Source: an optimization exercise on an open RTL-to-GDS flow (aim: small area). Production flows keep margins and buffers that such runs may drop. Only simulation tests tie the RTL to the original design; equivalence was not proved. Power and IR drop assume default switching activity.

`design.v`:
```
module tsld_raster #(
    parameter W          = 32,
    parameter H          = 16,
    parameter FONT_COUNT = 95
) (
    input             clk,
    input             rst,
    input             cmd_valid,
    output            cmd_ready,
    input      [31:0] cmd_w0,
    input      [31:0] cmd_w1,
    input      [31:0] cmd_w2,
    input      [31:0] cmd_w3,
    output            pix_we,
    output      [4:0] pix_x,
    output      [3:0] pix_y,
    output     [23:0] pix_color,
    output            busy,
    output reg        halted,
    output      [3:0] fault_cause,
    output reg  [7:0] fault_op
);
    reg [47:0] font [0:FONT_COUNT-1];
    initial $readmemh("tsld_font.hex", font);
    localparam S_IDLE = 5'd0;
    localparam S_HALT = 5'd1;
    localparam S_PXY  = 5'd2;    
    localparam S_PIX  = 5'd3;    
    localparam S_D0   = 5'd4;    
    localparam S_D1   = 5'd5;    
    localparam S_L2   = 5'd6;    
    localparam S_L3   = 5'd7;    
    localparam S_L4   = 5'd8;    
    localparam S_L5   = 5'd9;    
    localparam S_LA   = 5'd10;   
    localparam S_LB   = 5'd11;   
    localparam S_G0   = 5'd12;   
    localparam S_RF   = 5'd13;   
    localparam S_O1   = 5'd14;   
    localparam S_O2   = 5'd15;   
    localparam S_O3   = 5'd16;   
    localparam S_O4   = 5'd17;   
    localparam S_C0   = 5'd18;   
    localparam S_C1   = 5'd19;   
    localparam S_CK   = 5'd20;   
    localparam S_SX   = 5'd21;   
    localparam S_SY   = 5'd22;   
    localparam S_SW   = 5'd23;   
    localparam S_PX   = 5'd24;   
    localparam S_PY   = 5'd25;   
    localparam S_PP   = 5'd26;   
    localparam S_U1   = 5'd27;   
    localparam S_U2   = 5'd28;   
    localparam S_U3   = 5'd29;   
    localparam S_U4   = 5'd30;   
    localparam OP_NOP   = 8'h00;
    localparam OP_PIXEL = 8'h01;
    localparam OP_LINE  = 8'h02;
    localparam OP_RECT  = 8'h03;
    localparam OP_RECTF = 8'h04;
    localparam OP_CIRC  = 8'h05;
    localparam OP_CIRCF = 8'h06;
    localparam OP_FILL  = 8'h07;
    localparam OP_GLYPH = 8'h08;
    reg  [4:0] state;
    reg  [1:0] cause;
    assign fault_cause = {2'b00, cause};
    reg  [23:0] col_o, col_f;
    reg  signed [16:0] A, B;
    reg  signed [15:0] C, D;
    reg  signed [17:0] E;
    reg  signed [16:0] X, Y;
    reg        sx, sy;         
    reg        steep;
    reg        is_rf;          
    reg        is_gl;          
    reg        is_cf;          
    reg        is_ln;          
    reg        done_f;
    reg  [2:0] k;              
    wire  [7:0] op = cmd_w0[31:24];
    wire        op_legal = (op <= OP_GLYPH);
    reg         rsv_bad;
    always @(*) begin
        case (op)
            OP_NOP:   rsv_bad = (cmd_w0[23:0] != 24'd0);
            OP_RECTF: rsv_bad = (cmd_w3[31:24] != 8'd0);
            OP_CIRC:  rsv_bad = (cmd_w2[31:16] != 16'd0);
            OP_CIRCF: rsv_bad = (cmd_w2[31:16] != 16'd0) || (cmd_w3[31:24] != 8'd0);
            OP_GLYPH: rsv_bad = (cmd_w2[31:8] != 24'd0);
            default:  rsv_bad = 1'b0;
        endcase
    end
    wire gl_bad = (cmd_w2[7:0] < 8'd32) || (cmd_w2[7:0] > 8'd126);
    assign cmd_ready = (state == S_IDLE) || (state == S_HALT);
    assign busy      = !cmd_ready;
    wire   accept    = cmd_valid && (state == S_IDLE);
    reg  [2:0] psel;      
    reg  [2:0] qsel;      
    reg        qinv, cin;
    reg  signed [17:0] P, Q;
    always @(*) begin
        case (psel)
            3'd1: P = {A[16], A};
            3'd2: P = {B[16], B};
            3'd3: P = {{2{C[15]}}, C};
            3'd4: P = {{2{D[15]}}, D};
            3'd5: P = E;
            default: P = 18'sd0;
        endcase
        case (qsel)
            3'd1: Q = {A[16], A};
            3'd2: Q = {B[16], B};
            3'd3: Q = {{2{C[15]}}, C};
            3'd4: Q = {{2{D[15]}}, D};
            3'd5: Q = {C[15], C, 1'b1};
            3'd6: Q = {D[15], D, 1'b0};
            default: Q = 18'sd0;
        endcase
    end
    wire signed [17:0] S = P + (Q ^ {18{qinv}}) + {17'd0, cin};
    wire               Sneg = S[17];
    wire maj_neg = steep ? sy : sx;
    always @(*) begin
        psel = 3'd0; qsel = 3'd0; qinv = 1'b0; cin = 1'b0;
        case (state)
            S_D0: begin psel = 3'd1; qsel = 3'd3; qinv = 1'b1; cin = 1'b1; end    
            S_D1: begin psel = 3'd2; qsel = 3'd4; qinv = 1'b1; cin = 1'b1; end    
            S_L2: begin psel = sx ? 3'd1 : 3'd3; qsel = sx ? 3'd3 : 3'd1;
                        qinv = 1'b1; cin = 1'b1; end                              
            S_L3: begin psel = sy ? 3'd2 : 3'd4; qsel = sy ? 3'd4 : 3'd2;
                        qinv = 1'b1; cin = 1'b1; end                              
            S_L4: begin psel = 3'd1; qsel = 3'd2; qinv = 1'b1; cin = 1'b1; end    
            S_L5: begin psel = steep ? 3'd2 : 3'd1; qinv = maj_neg; end           
            S_LA: begin psel = 3'd5; qsel = steep ? 3'd1 : 3'd2; qinv = 1'b1; cin = 1'b1; end
            S_LB: begin psel = 3'd5; qsel = steep ? 3'd2 : 3'd1; end
            S_C0: begin qsel = 3'd4; qinv = 1'b1; cin = 1'b1; end                 
            S_C1: begin psel = 3'd5; cin = 1'b1; end                              
            S_CK: begin psel = 3'd4; qsel = 3'd3; qinv = 1'b1; cin = 1'b1; end    
            S_SX: begin psel = 3'd1; qsel = k[1] ? 3'd3 : 3'd4; qinv = 1'b1; cin = 1'b1; end
            S_SY: begin psel = 3'd2; qsel = k[1] ? 3'd4 : 3'd3; qinv = k[0]; cin = k[0]; end
            S_SW: begin psel = 3'd1; qsel = k[1] ? 3'd3 : 3'd4; end               
            S_PX: begin psel = 3'd1; qsel = k[0] ? 3'd3 : 3'd4;
                        qinv = k[2] ^ k[1]; cin = k[2] ^ k[1]; end
            S_PY: begin psel = 3'd2; qsel = k[0] ? 3'd4 : 3'd3;
                        qinv = k[2]; cin = k[2]; end
            S_U1: begin psel = 3'd3; cin = 1'b1; end                              
            S_U2: begin psel = 3'd4; qinv = 1'b1; end                             
            S_U3: begin psel = 3'd5; qsel = 3'd5; cin = !done_f; end              
            S_U4: begin psel = 3'd5; qsel = 3'd6; qinv = 1'b1; cin = 1'b1; end    
            default: ;
        endcase
    end
    wire signed [16:0] X_step = sx ? X - 17'sd1 : X + 17'sd1;
    wire signed [16:0] Y_step = sy ? Y - 17'sd1 : Y + 17'sd1;
    wire x_at_c = (X == {C[15], C});
    wire y_at_d = (Y == {D[15], D});
    wire [2:0] g_cx = X[2:0] - A[2:0];
    wire [2:0] g_cy = Y[2:0] - B[2:0];
    wire [6:0] g_idx = D[6:0] - 7'd32;
    wire [47:0] g_word = font[g_idx];
    wire g_bit = g_word[{g_cx, g_cy}];
    wire row_end = is_gl ? (g_cx == 3'd5) : x_at_c;
    wire col_end = is_gl ? (g_cy == 3'd7) : y_at_d;
    reg plot_en;
    reg use_f;
    always @(*) begin
        plot_en = 1'b0;
        use_f   = 1'b0;
        case (state)
            S_PIX, S_LA, S_O1, S_O2, S_O3, S_O4, S_PP: plot_en = 1'b1;
            S_RF: begin plot_en = is_gl ? g_bit : 1'b1; use_f = is_rf; end
            S_SW: begin plot_en = 1'b1; use_f = 1'b1; end
            default: ;
        endcase
    end
    wire in_bounds = (X[16:5] == 12'd0) && (Y[16:4] == 13'd0);
    assign pix_we    = plot_en && in_bounds;
    assign pix_x     = X[4:0];
    assign pix_y     = Y[3:0];
    assign pix_color = use_f ? col_f : col_o;
    always @(posedge clk) begin
        if (rst) begin
            state  <= S_IDLE;
            halted <= 1'b0;
        end else begin
            case (state)
                S_IDLE: if (cmd_valid) begin
                    col_o  <= cmd_w0[23:0];
                    col_f  <= cmd_w3[23:0];
                    A      <= (op == OP_FILL) ? 17'sd0 : {cmd_w1[31], cmd_w1[31:16]};
                    B      <= (op == OP_FILL) ? 17'sd0 : {cmd_w1[15], cmd_w1[15:0]};
                    C      <= (op == OP_FILL) ? 16'sd31 : cmd_w2[31:16];
                    D      <= (op == OP_FILL) ? 16'sd15 : cmd_w2[15:0];
                    is_rf  <= (op == OP_RECTF);
                    is_gl  <= (op == OP_GLYPH);
                    is_cf  <= (op == OP_CIRCF);
                    is_ln  <= (op == OP_LINE);
                    sx     <= 1'b0;
                    sy     <= 1'b0;
                    done_f <= 1'b0;
                    k      <= 3'd0;
                    if (!op_legal) begin
                        halted      <= 1'b1;
                        cause <= 2'd1;
                        fault_op    <= op;
                        state       <= S_HALT;
                    end else if (rsv_bad) begin
                        halted      <= 1'b1;
                        cause <= 2'd2;
                        fault_op    <= op;
                        state       <= S_HALT;
                    end else if (op == OP_GLYPH && gl_bad) begin
                        halted      <= 1'b1;
                        cause <= 2'd3;
                        fault_op    <= op;
                        state       <= S_HALT;
                    end else begin
                        case (op)
                            OP_PIXEL: state <= S_PXY;
                            OP_LINE, OP_RECT, OP_RECTF: state <= S_D0;
                            OP_CIRC, OP_CIRCF: state <= S_C0;
                            OP_FILL, OP_GLYPH: state <= S_G0;
                            default: state <= S_IDLE;
                        endcase
                    end
                end
                S_HALT: ;
                S_PXY: begin X <= A; Y <= B; state <= S_PIX; end
                S_PIX: state <= S_IDLE;
                S_D0: begin
                    sx <= !Sneg;
                    X  <= A;
                    Y  <= B;
                    state <= S_D1;
                end
                S_D1: begin
                    sy <= !Sneg;
                    state <= is_rf ? S_RF : (is_ln ? S_L2 : S_O1);
                end
                S_L2: begin A <= S[16:0]; state <= S_L3; end
                S_L3: begin B <= S[16:0]; state <= S_L4; end
                S_L4: begin steep <= Sneg; state <= S_L5; end
                S_L5: begin E <= S >>> 1; state <= S_LA; end
                S_LA: begin
                    if (x_at_c && y_at_d) begin
                        state <= S_IDLE;
                    end else begin
                        if (steep) Y <= Y_step; else X <= X_step;
                        E <= S;
                        state <= S_LB;
                    end
                end
                S_LB: begin
                    if (E[17]) begin
                        if (steep) X <= X_step; else Y <= Y_step;
                        E <= S;
                    end
                    state <= S_LA;
                end
                S_G0: begin X <= A; Y <= B; state <= S_RF; end
                S_RF: begin
                    if (row_end) begin
                        X <= A;
                        if (col_end) begin
                            Y <= B;
                            state <= (is_rf && col_o != col_f) ? S_O1 : S_IDLE;
                        end else begin
                            Y <= Y_step;
                        end
                    end else begin
                        X <= X_step;
                    end
                end
                S_O1: if (x_at_c) state <= S_O2; else X <= X_step;
                S_O2: if (y_at_d) begin X <= A; Y <= B; state <= S_O3; end else Y <= Y_step;
                S_O3: if (y_at_d) state <= S_O4; else Y <= Y_step;
                S_O4: if (x_at_c) state <= S_IDLE; else X <= X_step;
                S_C0: begin E <= S; state <= S_C1; end
                S_C1: begin E <= S; state <= S_CK; end
                S_CK: begin
                    k <= 3'd0;
                    if (Sneg) state <= S_IDLE;
                    else      state <= is_cf ? S_SX : S_PX;
                end
                S_SX: begin X <= S[16:0]; state <= S_SY; end
                S_SY: begin Y <= S[16:0]; state <= S_SW; end
                S_SW: begin
                    if (X == S[16:0]) begin
                        k <= k + 3'd1;
                        if (k[1:0] == 2'd3) begin
                            done_f <= 1'b1;
                            k      <= 3'd0;
                            state  <= S_PX;
                        end else if (k[1:0] == 2'd1 && done_f) begin
                            k      <= 3'd0;
                            state  <= S_PX;
                        end else begin
                            state  <= S_SX;
                        end
                    end else begin
                        X <= X + 17'sd1;
                    end
                end
                S_PX: begin X <= S[16:0]; state <= S_PY; end
                S_PY: begin Y <= S[16:0]; state <= S_PP; end
                S_PP: begin
                    k <= k + 3'd1;
                    state <= (k == 3'd7) ? S_U1 : S_PX;
                end
                S_U1: begin C <= S[15:0]; done_f <= 1'b1; state <= S_U2; end
                S_U2: begin
                    if (!E[17]) begin D <= S[15:0]; done_f <= 1'b0; end
                    state <= S_U3;
                end
                S_U3: begin E <= S; state <= done_f ? S_CK : S_U4; end
                S_U4: begin E <= S; state <= S_CK; end
                default: state <= S_IDLE;
            endcase
        end
    end
endmodule
```
`tsld_font.hex`:
```
000000000000
0000005f0000
00d3d102bb6a
00ee5eda4ccd
00296f904531
00426edf1f5f
008d9c2ca08f
00bbf5bc5a2f
0069bcfa8717
0034252a8195
0057d63013b8
000656750652
00beb0fa82f7
00a9f001006a
002d94c529de
001b6aa71949
00bc2e93aee2
009886f53b60
00ce54d3e9b5
007fdf1e3b0a
008ec1cdbc37
006f96412fab
000a21f5ea84
00ddfb4d2afa
003af72602d5
006228578a59
00b60f0c0352
00ccfe631471
00c502c92deb
0083ad375eb6
000f9f7b1fc2
00c5537da003
00f3ec6bf79c
007e1111117e
00a9c45d338c
0014268e1eb2
0055f7e42a7e
00492929343b
00b285178926
007ea8002500
00ef9bd52fe2
00814318d9cc
00c0ca1067c0
003e2e6a75f4
005f062fe0eb
002d2d652d54
00e484d2ae92
00b18369f53f
00a4111e536a
009fa031be75
008722bf3392
004a91543be4
00c5b1828920
00420fcce4ab
00cc5d0b6dc6
00a11b928984
00e15f2711c2
00bf4609a2b5
004e665eaf71
00bc4f439c72
0072430c7a7e
00eb22583807
00cda0f8ad00
009a1c0715ef
007d65dc30df
00e63559452e
0063d850b94c
00c85e4d9d13
0029306b0add
003b4ed12414
002603336c55
00ca0883f31d
00dd516457ff
00267c193d0a
008891423494
0048bdfa285b
001817dfdb09
00a8818c3587
000386fb68f6
0088962685c7
00e6c8c39653
0006706a7529
0063de07a95f
00a88ad0ac5a
007078510498
00cc6350510b
009f9061204c
00f37c1c910e
00082c9d181e
0037d54f0df0
00787f751886
0038e7386c0f
006229c8be54
00feff3d8b96
002eec78fdaf
```
`run.sh`:
```
#!/bin/bash
# synth_recipe.tcl (not shown) runs the flow's synth.tcl, then flattens the netlist and writes it again
# the make line also repeats each setting of config.mk as NAME=value (left out here)
make -C /OpenROAD-flow-scripts/flow DESIGN_CONFIG=/design/flow/config.mk WORK_HOME=/design/flow/orfs CLKGATE_MAP_FILE= SYNTH_SCRIPT=/design/flow/synth_recipe.tcl finish
```
`config.mk`:
```
export PLATFORM = sky130hd
export DESIGN_NAME = tsld_raster
export DESIGN_NICKNAME = tsld_raster
export VERILOG_FILES = /design/flow/design.v
export SDC_FILE = /design/flow/constraint.sdc
export NUM_CORES = 4
export LEC_CHECK = 0
export ABC_CLOCK_PERIOD_IN_PS = 12000
export CAP_MARGIN = 20
export CORE_MARGIN = 2
export CORE_UTILIZATION = 30
export PLACE_DENSITY = 0.5
export SETUP_SLACK_MARGIN = 0.3
export SLEW_MARGIN = 20
```
`constraint.sdc`:
```
create_clock -name core_clock -period 16.0 [get_ports {clk}]
set_input_delay 3.2000 -clock core_clock [delete_from_list [all_inputs] [get_ports {clk}]]
set_output_delay 3.2000 -clock core_clock [all_outputs]
set_load 0.01 [all_outputs]
```
==> results list, run 1 <==
- The run finished with no timing, DRC or antenna violations.
* Reg2reg path depth: 23
* Floorplan die height: 262 µm
- For this design the top-level I/O count stands at 180.
* Final WL: 104000 µm
* Setup repair after global routing missed its margin: no
- Crit path kind: reg -> out
- For this design, the sink count on the clock tree is 193.
- The number of global-route vias before repair came to 21.0k.
- Total of endpoints with negative setup slack in the final report: 0
* Antenna-violating nets left: 0
* Remaining global-route overflow: 0
- Placeable Area: 65900 µm²
- CTS tree: done
- The final critical path takes up 59.4% of the cycle.
- By instance count, the leading cell after synthesis is sky130_fd_sc_hd__o21ai_0.
- In this run the core area contains 94 standard-cell rows.
- Area post-placement: 22400 µm²
- Gates resized, CTS repair: 0
* Global-route usage over all layers: 28.9%
- Sequential-to-total area share from yosys stat: 28.7%
- Counting distinct cell types in the post-synthesis netlist gives 105.
- Arrival time of data at the critical path endpoint: 6.31 ns
- The final hold violation count came to 0.
- VDD sags by at most 87.4 µV.
- Initial core utilization: 30.4%
- Die outline area: 68800 µm²
* Crit-path most repeated cell: sky130_fd_sc_hd__o311ai_0
- Clock-pin slew was measured on the worst setup and hold paths at 0.07 ns.
- Max cap viols: 0
* Routability cong.: 1.04
* Met3 wire len: 11500 µm
* Mapped cell area: 20000 µm²
* Cell Pwr Density: 172 nW/µm²
- The cell sitting at the root of the clock tree is a sky130_fd_sc_hd__clkbuf_16.
* Highest metal layer with signal wires: met5
* DRC errors left: 0
- Initial antenna violation count: 3
* Slew Limit Headroom: 22.9%
* Setup crit start kind: register
- Fraction of synthesis flops using an asynchronous set or reset pin: 0%
- After technology mapping, the gate count stands at 2469.
* DR pass1 iterations: 10
- Number of nets in the layout: 2703
- For this run, the slowest stage of the critical path takes 0.88 ns.
- Number of warnings printed during yosys synthesis: 1
* Max stage delay cell, worst path: sky130_fd_sc_hd__nor2b_1
- Main area contributors after synthesis: sky130_fd_sc_hd__edfxtp_1, sky130_fd_sc_hd__o21ai_0, sky130_fd_sc_hd__xnor2_1
* Detail Placement HPWL: 75400 µm
- Syn avg cell area: 8.11 µm²
- For the pin with the worst max-slew slack, the measured transition is 1.15 ns.
- The commonest cells after synthesis are sky130_fd_sc_hd__o21ai_0, sky130_fd_sc_hd__edfxtp_1, sky130_fd_sc_hd__nor2_1, sky130_fd_sc_hd__clkbuf_1, sky130_fd_sc_hd__a21oi_1.
* Wire length of the first global-routing pass: 149000 µm
- The routed layout has 22.1k vias.
* Die X-Extent: 262 µm
- Traced cell by cell, the critical path runs through buf_4 > inv_1 > ha_1 > nor2b_1 > nor3_1 > o311ai_0 > o311ai_0 > a2111oi_0 > a211o_1 > nand3_1 > o41ai_1 > clkdlybuf4s50_1.
- Adding up every negative setup slack in the final design gives 0 ns.
- The worst setup path is captured at an output pin.
* Hold Crit Depth: 1
* Clk Latency, worst-skew pair: 0.51 ns
- CTS hold repair buffers: 0
* Area growth syn-to-layout: 15.3%
- Amount of wire on met2 after detailed routing: 44200 µm
* Count of H-tree levels built during CTS: 4
- Port buffering added 177 buffers.
- STA puts the critical path data required time at 12.80 ns.
- The number of clock buffers added by TritonCTS is 17.
* Worst Clk Skew: 0.0276 ns
- Achievable clock frequency: 105 MHz
- Largest net degree at the start of global routing: 95
* Count of pins over their slew limit: 0
- Post-CTS timing repair inserted 0 buffers for setup.
- In the final routing, the length of wire on met1 measures 43500 µm.
- Maximum fanout along the worst path: 24
- The synthesized design spends more area on one cell type than any other, namely sky130_fd_sc_hd__edfxtp_1.
- Average wire per cell in the routed design: 30.7 µm
- Bufs on Longest Clock Path: 2
- Period minus WS final: 9.51 ns
* Most used DFF post-synth: sky130_fd_sc_hd__edfxtp_1
- Count of state elements after synthesis: 193
- Type of the worst min-delay path: reg -> reg
* Final std cell area, no fill: 23100 µm²
* Routed via count divided by cell count: 6.56
- Pleak: 0.00789 µW
- The synthesized design devotes to its leading area cell type 28.1% of total area.
- 1st-iter DRT viols: 3488
* Count of flip-flops with a built-in enable after synthesis: 187
* Layout cell share with drive strength beyond 1: 7.82%
state kept, by name, summed over array words and instances (netlist names), 2 cells and up:
name	count
state	5
D	16
cause	2
A	17
C	16
col_f	24
E	18
k	3
X	17
B	17
col_o	24
Y	17
fault_op	8
final timing paths:
path,startpoint,to,slack [ns]
worst max-delay path,D[0],pix_we,6.49
worst min-delay path,halted,halted,0.46
worst max register to register,state[4],k[2],7.24
worst min register to register,halted,halted,0.46
through the flow:
step	utilization (%)	setup WS, ns	hold WS [ns]	std cells	power, µW
detailed placement	34.1	7.31	0.445	3337	3420
CTS	35.0	6.77	0.469	3369	3880
floorplan	-	8.86	0.497	2470	2450
global placement	34.1	7.30	0.443	3337	3440
global route	35.0	6.47	0.496	3369	4160
finish	35.0	6.49	0.463	3372	3980
layout by cell type (no fill, tap or decap), drive strengths merged, types with 72 or more instances in the layout:
master           n
a21oi          172
clkdlybuf4s50  177
edfxtp         187
ha              72
nand2          168
nand3          126
nor2           179
nor3            95
o21ai          263
xnor2          107
area by class of cell:
type | instances | area, µm²
Timing Repair Buffer | 247 | 2300
Antenna cell | 3 | 7.51
Clock buffer | 17 | 425
Multi-Input combinational cell | 1982 | 13200
Inverter | 51 | 191
Clock inverter | 15 | 180
Tap cell | 864 | 1080
Fill cell | 6957 | 42800
Sequential cell | 193 | 5740
layer usage:
| metal | GRT usage, % | up-vias |
|---|---|---|
| met5 | 0 | - |
| met4 | 11.4 | 4 |
| met3 | 7.51 | 243 |
| met2 | 42.8 | 1455 |
| met1 | 40.0 | 10900 |
| li1 | - | 9543 |
power breakdown:
part	switching, µW	internal [µW]
Combinational	1730	911
Clock	238	213
Sequential	153	731
Total	2120	1850
worst max-delay path: cells and delay by family, from the launching register on:
| family | cells | cell delay, ns |
|---|---|---|
| flops | 1 | 0.36 |
| buf+inv | 3 | 1.39 |
| compound gates | 5 | 2.15 |
| fa+ha+maj | 1 | 0.82 |
| simple gates | 3 | 1.06 |
logic make-up after synthesis:
| group | after synthesis | share of synthesized area (%) |
|---|---|---|
| compound gates | 891 | 29.7 |
| simple gates | 799 | 19.9 |
| buf+inv | 295 | 6.00 |
| flops | 193 | 28.7 |
| xor+xnor | 157 | 7.33 |
| fa+ha+maj | 80 | 5.30 |
| mux | 53 | 3.05 |
| other cells | 1 | 0.0187 |
==> inputs of run 2 (changes only) <==
--- a/design.v
+++ b/design.v
@@ -20,3 +20,3 @@
     output      [3:0] fault_cause,
-    output reg  [7:0] fault_op
+    output      [7:0] fault_op
 );
@@ -24,33 +24,36 @@
     initial $readmemh("tsld_font.hex", font);
-    localparam S_IDLE = 5'd0;
-    localparam S_HALT = 5'd1;
-    localparam S_PXY  = 5'd2;    
-    localparam S_PIX  = 5'd3;    
-    localparam S_D0   = 5'd4;    
-    localparam S_D1   = 5'd5;    
-    localparam S_L2   = 5'd6;    
-    localparam S_L3   = 5'd7;    
-    localparam S_L4   = 5'd8;    
-    localparam S_L5   = 5'd9;    
-    localparam S_LA   = 5'd10;   
-    localparam S_LB   = 5'd11;   
-    localparam S_G0   = 5'd12;   
-    localparam S_RF   = 5'd13;   
-    localparam S_O1   = 5'd14;   
-    localparam S_O2   = 5'd15;   
-    localparam S_O3   = 5'd16;   
-    localparam S_O4   = 5'd17;   
-    localparam S_C0   = 5'd18;   
-    localparam S_C1   = 5'd19;   
-    localparam S_CK   = 5'd20;   
-    localparam S_SX   = 5'd21;   
-    localparam S_SY   = 5'd22;   
-    localparam S_SW   = 5'd23;   
-    localparam S_PX   = 5'd24;   
-    localparam S_PY   = 5'd25;   
-    localparam S_PP   = 5'd26;   
-    localparam S_U1   = 5'd27;   
-    localparam S_U2   = 5'd28;   
-    localparam S_U3   = 5'd29;   
-    localparam S_U4   = 5'd30;   
+    localparam S_IDLE = 6'd0;
+    localparam S_HALT = 6'd1;
+    localparam S_PXY  = 6'd2;    
+    localparam S_PIX  = 6'd3;    
+    localparam S_D0   = 6'd4;    
+    localparam S_D1   = 6'd5;    
+    localparam S_L2   = 6'd6;    
+    localparam S_L3   = 6'd7;    
+    localparam S_L4   = 6'd8;    
+    localparam S_L5   = 6'd9;    
+    localparam S_LA   = 6'd10;   
+    localparam S_LB   = 6'd11;   
+    localparam S_LC   = 6'd12;   
+    localparam S_LD   = 6'd13;   
+    localparam S_G0   = 6'd14;   
+    localparam S_RF   = 6'd15;   
+    localparam S_O1   = 6'd16;   
+    localparam S_O2   = 6'd17;   
+    localparam S_O3   = 6'd18;   
+    localparam S_O4   = 6'd19;   
+    localparam S_C0   = 6'd20;   
+    localparam S_C1   = 6'd21;   
+    localparam S_CK   = 6'd22;   
+    localparam S_SX   = 6'd23;   
+    localparam S_SY   = 6'd24;   
+    localparam S_SW   = 6'd25;   
+    localparam S_SI   = 6'd26;   
+    localparam S_PX   = 6'd27;   
+    localparam S_PY   = 6'd28;   
+    localparam S_PP   = 6'd29;   
+    localparam S_U1   = 6'd30;   
+    localparam S_U2   = 6'd31;   
+    localparam S_U3   = 6'd32;   
+    localparam S_U4   = 6'd33;   
     localparam OP_NOP   = 8'h00;
@@ -64,5 +67,3 @@
     localparam OP_GLYPH = 8'h08;
-    reg  [4:0] state;
-    reg  [1:0] cause;
-    assign fault_cause = {2'b00, cause};
+    reg  [5:0] state;
     reg  [23:0] col_o, col_f;
@@ -70,4 +71,4 @@
     reg  signed [15:0] C, D;
-    reg  signed [17:0] E;
-    reg  signed [16:0] X, Y;
+    reg  signed [17:0] E;        
+    reg  signed [16:0] X, Y;     
     reg        sx, sy;         
@@ -80,2 +81,4 @@
     reg  [2:0] k;              
+    assign fault_op    = E[7:0];
+    assign fault_cause = {2'b00, E[9:8]};
     wire  [7:0] op = cmd_w0[31:24];
@@ -94,5 +97,15 @@
     wire gl_bad = (cmd_w2[7:0] < 8'd32) || (cmd_w2[7:0] > 8'd126);
+    wire [1:0] f_cause = !op_legal ? 2'd1 : rsv_bad ? 2'd2 : 2'd3;
+    wire       fault   = !op_legal || rsv_bad || (op == OP_GLYPH && gl_bad);
     assign cmd_ready = (state == S_IDLE) || (state == S_HALT);
     assign busy      = !cmd_ready;
-    wire   accept    = cmd_valid && (state == S_IDLE);
+    wire x_at_c = (X == {C[15], C});
+    wire y_at_d = (Y == {D[15], D});
+    wire [2:0] g_cx = X[2:0] - A[2:0];
+    wire [2:0] g_cy = Y[2:0] - B[2:0];
+    wire [6:0] g_idx = D[6:0] - 7'd32;
+    wire [47:0] g_word = font[g_idx];
+    wire g_bit = g_word[{g_cx, g_cy}];
+    wire row_end = is_gl ? (g_cx == 3'd5) : x_at_c;
+    wire col_end = is_gl ? (g_cy == 3'd7) : y_at_d;
     reg  [2:0] psel;      
@@ -108,2 +121,4 @@
             3'd5: P = E;
+            3'd6: P = {X[16], X};
+            3'd7: P = {Y[16], Y};
             default: P = 18'sd0;
@@ -123,2 +138,3 @@
     wire maj_neg = steep ? sy : sx;
+    wire min_neg = steep ? sx : sy;
     always @(*) begin
@@ -135,3 +151,11 @@
             S_LA: begin psel = 3'd5; qsel = steep ? 3'd1 : 3'd2; qinv = 1'b1; cin = 1'b1; end
-            S_LB: begin psel = 3'd5; qsel = steep ? 3'd2 : 3'd1; end
+            S_LB: begin psel = steep ? 3'd7 : 3'd6; qinv = maj_neg; cin = !maj_neg; end
+            S_LC: begin psel = 3'd5; qsel = steep ? 3'd2 : 3'd1; end
+            S_LD: begin psel = steep ? 3'd6 : 3'd7; qinv = min_neg; cin = !min_neg; end
+            S_RF: begin
+                if (row_end) begin psel = 3'd7; qinv = sy; cin = !sy; end
+                else         begin psel = 3'd6; qinv = sx; cin = !sx; end
+            end
+            S_O1, S_O4: begin psel = 3'd6; qinv = sx; cin = !sx; end
+            S_O2, S_O3: begin psel = 3'd7; qinv = sy; cin = !sy; end
             S_C0: begin qsel = 3'd4; qinv = 1'b1; cin = 1'b1; end                 
@@ -142,2 +166,3 @@
             S_SW: begin psel = 3'd1; qsel = k[1] ? 3'd3 : 3'd4; end               
+            S_SI: begin psel = 3'd6; cin = 1'b1; end                              
             S_PX: begin psel = 3'd1; qsel = k[0] ? 3'd3 : 3'd4;
@@ -153,13 +178,2 @@
     end
-    wire signed [16:0] X_step = sx ? X - 17'sd1 : X + 17'sd1;
-    wire signed [16:0] Y_step = sy ? Y - 17'sd1 : Y + 17'sd1;
-    wire x_at_c = (X == {C[15], C});
-    wire y_at_d = (Y == {D[15], D});
-    wire [2:0] g_cx = X[2:0] - A[2:0];
-    wire [2:0] g_cy = Y[2:0] - B[2:0];
-    wire [6:0] g_idx = D[6:0] - 7'd32;
-    wire [47:0] g_word = font[g_idx];
-    wire g_bit = g_word[{g_cx, g_cy}];
-    wire row_end = is_gl ? (g_cx == 3'd5) : x_at_c;
-    wire col_end = is_gl ? (g_cy == 3'd7) : y_at_d;
     reg plot_en;
@@ -194,2 +208,3 @@
                     D      <= (op == OP_FILL) ? 16'sd15 : cmd_w2[15:0];
+                    E      <= {8'd0, f_cause, op};
                     is_rf  <= (op == OP_RECTF);
@@ -201,18 +216,5 @@
                     done_f <= 1'b0;
-                    k      <= 3'd0;
-                    if (!op_legal) begin
-                        halted      <= 1'b1;
-                        cause <= 2'd1;
-                        fault_op    <= op;
-                        state       <= S_HALT;
-                    end else if (rsv_bad) begin
-                        halted      <= 1'b1;
-                        cause <= 2'd2;
-                        fault_op    <= op;
-                        state       <= S_HALT;
-                    end else if (op == OP_GLYPH && gl_bad) begin
-                        halted      <= 1'b1;
-                        cause <= 2'd3;
-                        fault_op    <= op;
-                        state       <= S_HALT;
+                    if (fault) begin
+                        halted <= 1'b1;
+                        state  <= S_HALT;
                     end else begin
@@ -248,3 +250,2 @@
                     end else begin
-                        if (steep) Y <= Y_step; else X <= X_step;
                         E <= S;
@@ -254,6 +255,8 @@
                 S_LB: begin
-                    if (E[17]) begin
-                        if (steep) X <= X_step; else Y <= Y_step;
-                        E <= S;
-                    end
+                    if (steep) Y <= S[16:0]; else X <= S[16:0];
+                    state <= E[17] ? S_LC : S_LA;
+                end
+                S_LC: begin E <= S; state <= S_LD; end
+                S_LD: begin
+                    if (steep) X <= S[16:0]; else Y <= S[16:0];
                     state <= S_LA;
@@ -266,14 +269,14 @@
                             Y <= B;
-                            state <= (is_rf && col_o != col_f) ? S_O1 : S_IDLE;
+                            state <= is_rf ? S_O1 : S_IDLE;
                         end else begin
-                            Y <= Y_step;
+                            Y <= S[16:0];
                         end
                     end else begin
-                        X <= X_step;
+                        X <= S[16:0];
                     end
                 end
-                S_O1: if (x_at_c) state <= S_O2; else X <= X_step;
-                S_O2: if (y_at_d) begin X <= A; Y <= B; state <= S_O3; end else Y <= Y_step;
-                S_O3: if (y_at_d) state <= S_O4; else Y <= Y_step;
-                S_O4: if (x_at_c) state <= S_IDLE; else X <= X_step;
+                S_O1: if (x_at_c) state <= S_O2; else X <= S[16:0];
+                S_O2: if (y_at_d) begin X <= A; Y <= B; state <= S_O3; end else Y <= S[16:0];
+                S_O3: if (y_at_d) state <= S_O4; else Y <= S[16:0];
+                S_O4: if (x_at_c) state <= S_IDLE; else X <= S[16:0];
                 S_C0: begin E <= S; state <= S_C1; end
@@ -301,5 +304,6 @@
                     end else begin
-                        X <= X + 17'sd1;
+                        state <= S_SI;
                     end
                 end
+                S_SI: begin X <= S[16:0]; state <= S_SW; end
                 S_PX: begin X <= S[16:0]; state <= S_PY; end
--- a/config.mk
+++ b/config.mk
@@ -7,2 +7,3 @@
 export LEC_CHECK = 0
+export ABC_AREA = 1
 export ABC_CLOCK_PERIOD_IN_PS = 12000
==> run 2 against run 1 <==
- maximum frequency is 0.62% higher
- clock skew is 0.0060 ns lower
- die area is 13% lower
- wire length is 11% higher
- setup slack better by 0.059 ns
- combinational power is 65% lower
- sequential power is 28% lower
- synthesized cell count is 0.45% lower
- worst hold slack better by 0.00096 ns
- design area is 11% lower
- critical path type unchanged
==> results list, run 2 <==
* Leading cell type in the layout, fill and taps excluded: sky130_fd_sc_hd__nand2_1
- The die is 245 µm tall.
- Area share of the leading cell type in the synthesized netlist: 30.6%
- Initial core utilization: 30.2%
- Sequential-to-total area share from yosys stat: 31.4%
- After global routing the overflow that remains totals 0.
- The top cell types in the final layout, fill and taps aside, are sky130_fd_sc_hd__nand2_1, sky130_fd_sc_hd__inv_1, sky130_fd_sc_hd__o21ai_0, sky130_fd_sc_hd__nor2_1, sky130_fd_sc_hd__nand3_1.
- Total clock buffers created by CTS: 17
- Clock slew at reported path FFs: 0.08 ns
- The number of antenna violations at the first check in global routing came to 11.
- Status: no timing/DRC/antenna violations
* Count of H-tree levels built during CTS: 4
- For this run, the number of Yosys warnings is 1.
- In the finished design, the share of the clock period the worst path needs comes to 59.1%.
- Among all cell types in the netlist, the one instantiated most often is sky130_fd_sc_hd__nand2_1.
- Count of different cell masters after synthesis: 62
* Worst Clk Skew: 0.0216 ns
- Among all stages on the critical path, the largest delay is contributed by sky130_fd_sc_hd__edfxtp_1.
- Required time of the critical path: 12.80 ns
- For this run, the leading register cell type out of synthesis is sky130_fd_sc_hd__edfxtp_1.
- TritonCTS built the clock tree.
- Boundary Pins: 180
- Main area contributors after synthesis: sky130_fd_sc_hd__edfxtp_1, sky130_fd_sc_hd__nand2_1, sky130_fd_sc_hd__o21ai_0
- Counting the fill cells in the layout gives 6262.
* DRC errors left: 0
- Hold timing on the final database bottoms out at a slack of 0.464 ns.
* Tightest Pin Transition: 1.35 ns
- 1st-iter DRT viols: 2540
* Total negative setup slack: 0 ns
- The smallest clock period supported by the final layout is computed as 9.45 ns.
- Type of the worst min-delay path: reg -> reg
* Final WL: 115000 µm
- The wire-length estimate of the detail-placed layout is 86400 µm.
* Kind of capture point of the worst setup path: output pin
- Counting every instance in the synthesized netlist gives 2458.
- Final Hold Vio Count: 0
* Syn avg cell area: 7.07 µm²
- Sequence of cells on the critical path: clkinv_1 > buf_4 > ha_1 > inv_1 > nand2_1 > nor2_1 > inv_1 > nand3_1 > a21oi_1 > o21ai_0 > o2111ai_1 > nand3_1 > nand3_1 > nand3_1 > nand3_1 > nand3_1 > nand2_1 > nand2_1 > a21oi_1 > clkdlybuf4s50_1
- P_sw: 973 µW
- Mapped cell area: 17400 µm²
* Worst voltage drop across the vdd grid: 78.2 µV
* Slew Limit Headroom: 9.16%
* Wire length of the first global-routing pass: 160000 µm
- In this run the worst path has a maximum fanout of 17.
- On the worst path, the slowest cell contributes a delay of 0.92 ns.
- The routed layout has 20.8k vias.
* Part of the total power dissipated in sequential elements: 31.7%
- After synthesis, the share of flip-flops with an asynchronous set or reset is 0%.
- The cell that appears most often on the critical path is sky130_fd_sc_hd__nand3_1.
* Share of power burned in the clock network: 23.0%
- Count of pins over their slew limit: 0
* Bufs on Longest Clock Path: 2
- Cell Pwr Density: 97.5 nW/µm²
- Count of clock tree sinks: 184
- Root Buffer: sky130_fd_sc_hd__clkbuf_16
- Before antenna repair, the detailed router went through 6 iterations.
- Count of state elements after synthesis: 184
- Setup Buffers After CTS: 0
* Area growth syn-to-layout: 18.7%
- The die is 245 µm wide.
- In the global route stage, overall resource usage came out at 38.1%.
* Share of power burned in combinational logic: 45.3%
- Number of nets in the layout: 2770
* Final WS setup: 6.55 ns
* Top cell types by occurrence after synthesis: sky130_fd_sc_hd__nand2_1, sky130_fd_sc_hd__inv_1, sky130_fd_sc_hd__o21ai_0, sky130_fd_sc_hd__nor2_1, sky130_fd_sc_hd__nand3_1
- The synthesized design contains 177 enable-type register cells.
- Routed via count divided by cell count: 6.19
- Count of buffers from port buffering: 177
* Clk Latency, worst-skew pair: 0.47 ns
- Achievable clock frequency: 106 MHz
* Pleak: 0.00863 µW
- Of the total power, the share spent switching nets is 48.4%.
- After clock tree synthesis, the flow added hold-fix buffers numbering 0.
- Across the run, the number of max-cap violations was 0.
- The worst setup path is of the reg -> out kind.
* Routability cong.: 1.13
* Die outline area: 59900 µm²
- The kind of cell with the highest combined delay along the critical path is simple AND/OR/NAND/NOR gates.
- Together, buffers and inverters on the worst path number 5.
- Entering global routing, the biggest net connects 106 pins.
* Worst Setup Slack post-DPL: 7.39 ns
- Cell taking the most area after synthesis: sky130_fd_sc_hd__edfxtp_1
* Gates resized, CTS repair: 0
- In the final layout, the registers with the most flip-flops are col_f: 24 flops, col_o: 24 flops, E: 18 flops.
- In the final routed layout, each cell accounts on average for 34.3 µm.
* Arrival time of data at the critical path endpoint: 6.25 ns
- Antenna-violating nets left: 0
* Vias in the first global route: 20.4k
- Placeable Area: 57500 µm²
* Setup repair after global routing missed its margin: no
- STA classifies the critical path startpoint as a register.
- Total of endpoints with negative setup slack in the final report: 0
- Cells with a size suffix above 1 make up 7.49% of the layout.
- Std cell rows: 88
* Total internal power: 1040 µW
-- run 2: cell type report --
type	count	area (µm²)	share of cell area (%)
Clock inverter	15	206	1.00
Antenna cell	3	7.51	0.0364
Multi-Input combinational cell	1861	10300	49.9
Sequential cell	184	5460	26.4
Clock buffer	17	425	2.06
Inverter	283	1060	5.16
Tap cell	765	957	4.64
Timing Repair Buffer	230	2210	10.7
-- run 2: final timing paths --
path	from	endpoint	slack, ns	cells after the start
max	D[0]	pix_we	6.55	20
min	halted	halted	0.46	2
max reg2reg	state[1]	k[2]	8.14	25
min reg2reg	halted	halted	0.46	2
-- run 2: worst min-delay path, stage by stage, from the launching register on --
cell and delay (ns):
sky130_fd_sc_hd__dfxtp_1 0.32, sky130_fd_sc_hd__inv_1 0.05, sky130_fd_sc_hd__a21oi_1 0.06
-- run 2: logic make-up (layout without fill, tap and decap cells) --
logic type / after synthesis / count (layout) / share of synthesized area (%)
other: 1 / 5 / 0.0216
AO/OA/AOI/OAI: 634 / 634 / 22.3
adder cells (fa/ha/maj): 62 / 62 / 4.77
XOR/XNOR: 49 / 49 / 2.47
flip-flops: 184 / 184 / 31.4
AND/OR/NAND/NOR: 1090 / 1090 / 27.8
multiplexers: 24 / 24 / 1.56
buffers and inverters: 414 / 545 / 9.67
-- run 2: routing by layer --
metal | vias to the layer above | track usage [%] | wire (µm)
li1 | 8904 | - | -
met1 | 9912 | 42.2 | 40600
met2 | 1465 | 60.9 | 51500
met3 | 474 | 11.1 | 11500
met4 | 16 | 30.9 | 11600
met5 | - | 0 | 115
-- run 2: metrics by stage --
step	total power, µW	instances	util [%]	instance area, µm²
floorplan	1050	2459	-	17400
global placement	1510	3318	34.7	19900
detailed placement	1490	3319	34.7	19900
CTS	1940	3351	35.8	20600
global route	2060	3356	35.9	20600
finish	2010	3358	35.9	20600
-- run 2: power groups by stage --
stage / logic [µW] / registers, µW / clock network, µW
final: 912 / 638 / 462
after global routing: 937 / 641 / 480
after floorplan: 426 / 624 / 0
after detailed placement: 839 / 647 / 0
after global placement: 861 / 646 / 0
after CTS: 842 / 636 / 465

what the ideal ports hide:
How much do the figures lean on ideal ports? The routed layouts below were timed once more, with nothing changed but the port constraints.
Step 1 sets driving cells, clkbuf_16 on the clock port and buf_2 on the other inputs (assumed; they add their load-dependent delay and slew).
Step 2 moves the port delays by t, midway between the first and last clock arrival at a register: inputs arrive t later, outputs are due t later. That takes back most of the time a late clock gives input paths.
Slacks: ideal ports / drivers / drivers and shift; pairs: ideal ports / drivers.
run	shift t [ns]	slack for setup (ns)	clock arrival spread, ns	slew at the worst register clock pin (ns)	worst slew at a driven data input, ns
run 1	0.560	6.489 / 6.423 / 6.983	0.028 / 0.028	0.09 / 0.09	0.06
run 2	0.513	6.548 / 6.493 / 7.006	0.022 / 0.022	0.10 / 0.10	0.08
After both steps setup and hold are still met in every run listed.
